What follows belongs to an exercise in optimizing a design on an open flow for small area, a short achievable clock period and few clock cycles per item; a production flow would make more cautious choices. In this exercise RTL edits were held to simulation tests only and were not proved equivalent to the original. Power and IR drop assume default switching activity.

// dlink_rx
module dlink_rx #(
    parameter MAX_PAYLOAD = 4096,
    parameter DEF_W       = 8,
    parameter DEF_H       = 8,
    parameter DEF_FMT     = 0
) (
    input  wire        clk,
    input  wire        rst,
    input  wire        in_valid,
    input  wire [7:0]  in_data,
    output wire        in_ready,
    output reg         fb_we,
    output wire [15:0] fb_addr,
    output reg  [7:0]  fb_wdata,
    output reg  [7:0]  fb_wmask,
    output reg         err_valid,
    output reg  [2:0]  err_code,
    output reg         ntf_params,
    output reg         ntf_frame,
    output reg         ss_enabled,
    output reg  [15:0] ss_width,
    output reg  [15:0] ss_height,
    output reg  [2:0]  ss_fmt,
    output reg  [1:0]  ss_rot,
    output reg  [7:0]  ss_indev,
    output reg  [15:0] drop_count
);
Size in the first run: ~410 flip-flops, about 110 I/O pins.
clock: 12.0 ns
lec_check: 0
cap_margin: 20
core_margin: 2
core_utilization: 40
slew_margin: 20
standard.sh (not shown) runs the stock make flow with config.mk's settings and CLKGATE_MAP_FILE= SYNTH_SCRIPT=/design/flow/synth_recipe.tcl, a recipe that flattens the netlist after the stock synthesis.
==> flow/flow/run.sh <==
#!/bin/bash
# Layout: the standard ORFS flow, with the port buffers made of
# sky130_fd_sc_hd__buf_2 cells instead of the default choice.
# Each tool's output goes to its own log file in this folder (ORFS also keeps
# its per-step logs under orfs/logs/).
set -euo pipefail
bash standard.sh BUFFER_PORTS_ARGS="-buffer_cell sky130_fd_sc_hd__buf_2" finish > orfs_make.log 2>&1
Testbench counts at the start, summed over its fixed seeds: cycles 115,524, bytes 112,114.
Rerun with:
==> flow/run.sh (new file) <==
#!/bin/bash
# synth_recipe.tcl (not shown) runs the flow's synth.tcl, then flattens the netlist and writes it again
# the make line also repeats each setting of config.mk as NAME=value (left out here)
make -C /OpenROAD-flow-scripts/flow DESIGN_CONFIG=/design/flow/config.mk WORK_HOME=/design/flow/orfs CLKGATE_MAP_FILE= SYNTH_SCRIPT=/design/flow/synth_recipe.tcl finish
removed: flow/flow/run.sh
removed: flow/standard.sh
After rerunning: Setup slack loses 0.26 ns. Clock skew came out higher by 0.0049 ns. Routed wire length stays flat. Count of clock-buffer cells in the layout is lower by 4. First-iteration DRC count rose by a few percent. Clock power came out higher by a few percent. Cell area went up by a few percent. Synthesized cell count is unchanged.

========
Another version of the RTL of dlink_rx (not shown whole).
Size: roughly 2400 cells after synthesis, roughly 420 flip-flops, about 110 I/O pins.
==> flow/design.v (excerpt) <==
module dlink_rx #(
    parameter MAX_PAYLOAD = 4096,
    parameter DEF_W       = 8,
    parameter DEF_H       = 8,
    parameter DEF_FMT     = 0
) (
    input  wire        clk,
    input  wire        rst,
    input  wire        in_valid,
    input  wire [7:0]  in_data,
    output wire        in_ready,
    output reg         fb_we,
    output wire [15:0] fb_addr,
    output reg  [7:0]  fb_wdata,
    output reg  [7:0]  fb_wmask,
    output reg         err_valid,
    output reg  [2:0]  err_code,
    output reg         ntf_params,
    output reg         ntf_frame,
    output reg         ss_enabled,
    output reg  [15:0] ss_width,
    output reg  [15:0] ss_height,
    output reg  [2:0]  ss_fmt,
    output reg  [1:0]  ss_rot,
    output reg  [7:0]  ss_indev,
    output reg  [15:0] drop_count
);
    localparam [2:0] E_LENGTH = 3'd2, E_WINDOW = 3'd3, E_FORMAT = 3'd4,
                     E_SHORT  = 3'd5, E_INIT   = 3'd6, E_POINT  = 3'd7;
    localparam integer S_SEEK = 0, S_HDR = 1, S_PAY = 2, S_EXEC = 3;
    localparam integer X_COL = 0, X_Y   = 1, X_YD  = 2, X_H   = 3, X_LR  = 4,
                       X_PW  = 5, X_INIT = 6, X_ROW = 7, X_CAP = 8, X_LRS = 9,
                       X_FIN = 10, X_CK  = 11;
    localparam [11:0] XN = 12'd0;
    reg        rdy;
    reg        rst_r;          
    reg        vld;            
    reg [7:0]  byte_r;
    reg        spec;           
    reg        lbad, lzero;    
    reg [3:0]  st;
    reg        wrd;            
    reg        have_aa;
    reg [2:0]  hcnt;
    reg        rsc;            
    reg [1:0]  rj;
    reg [1:0]  dpend;          
    reg [7:0]  A [0:7];        
    reg [12:0] rem;
    reg [3:0]  idx;
    reg        c1, c2, c3, c4, c5;    
    reg        cw;             
    reg        fin;            
    reg        win_ok;
    reg        ibad;
    reg        vc, vle, veq;   
    reg        okx, eqx, oky;  
    reg        nzw, nzh;       
    reg [3:0]  vsel;           
    reg [8:0]  vs;             
    reg [3:0]  vk;             
  ...
==> flow/config.mk <==
export PLATFORM = sky130hd
export DESIGN_NAME = dlink_rx
export DESIGN_NICKNAME = dlink_rx
export VERILOG_FILES = /design/flow/design.v
export SDC_FILE = /design/flow/constraint.sdc
export NUM_CORES = 4
export LEC_CHECK = 0
export CAP_MARGIN = 20
export CORE_MARGIN = 2
export CORE_UTILIZATION = 40
export CTS_CLUSTER_DIAMETER = 60
export CTS_CLUSTER_SIZE = 25
export SLEW_MARGIN = 20
==> flow/constraint.sdc <==
create_clock -name core_clock -period 12.0 [get_ports {clk}]
set_input_delay 2.4000 -clock core_clock [delete_from_list [all_inputs] [get_ports {clk}]]
set_output_delay 2.4000 -clock core_clock [all_outputs]
set_load 0.01 [all_outputs]
==> flow/flow/run.sh <==
#!/bin/bash
# Layout: the standard ORFS flow, with the port buffers made of
# sky130_fd_sc_hd__buf_2 cells instead of the default choice.
# Each tool's output goes to its own log file in this folder (ORFS also keeps
# its per-step logs under orfs/logs/).
set -euo pipefail
bash standard.sh BUFFER_PORTS_ARGS="-buffer_cell sky130_fd_sc_hd__buf_2" finish > orfs_make.log 2>&1
Testbench counts at the start, summed over its fixed seeds: cycles 115,338, bytes 112,114.
Change:
CTS_CLUSTER_DIAMETER = 75   (was 60)
CTS_CLUSTER_SIZE = 30   (was 25)
=> Core utilization shrinks by 0.37 points; die area does not change; power shrinks by 5.4%; fmax shrinks by 1.7%.
Change:
CTS_CLUSTER_DIAMETER = default   (was 75)
CTS_CLUSTER_SIZE = default   (was 30)
Outcome: Design area rose by a few percent. Core utilization rose by 1.2 points. Wire length rose slightly.

-- afterwards: timing with drivers on the ports --
The flow's constraints put no driver on any port. The routed layouts listed below were extracted and timed again, unchanged, in two steps. Step 1 assumes that a clkbuf_16 drives the clock port and a buf_2 every other input. Step 2 times the ports against the registers' clock, not the clock port: input delays grow and output delays shrink by t, the midpoint of the rising clock arrivals with the driver on. Slacks: ideal ports / drivers / drivers and shift; pairs: ideal ports / drivers.
| run | shift t [ns] | setup WS [ns] | worst setup path after step 2 | slew at the worst register clock pin (ns) | worst slew at a driven data input, ns |
|---|---|---|---|---|---|
| the first run of note 1 | 0.647 | 8.156 / 8.156 / 7.942 | input to register | 0.06 / 0.06 | 0.04 |
| the second run of note 1 | 0.641 | 7.899 / 7.842 / 7.617 | input to register | 0.06 / 0.06 | 0.07 |
| the first run of note 2 | 0.636 | 8.316 / 8.249 / 7.886 | input to register | 0.09 / 0.09 | 0.03 |
| the second run of note 2 | 0.673 | 8.254 / 8.188 / 7.920 | input to register | 0.10 / 0.10 | 0.03 |
| the third run of note 2 | 0.657 | 8.287 / 8.222 / 7.869 | input to register | 0.07 / 0.07 | 0.03 |
After both steps setup and hold are still met in every run listed. For the first run of note 2, which loses most, drivers alone change the setup slack by -0.067 ns; drivers and shift together by -0.430 ns.
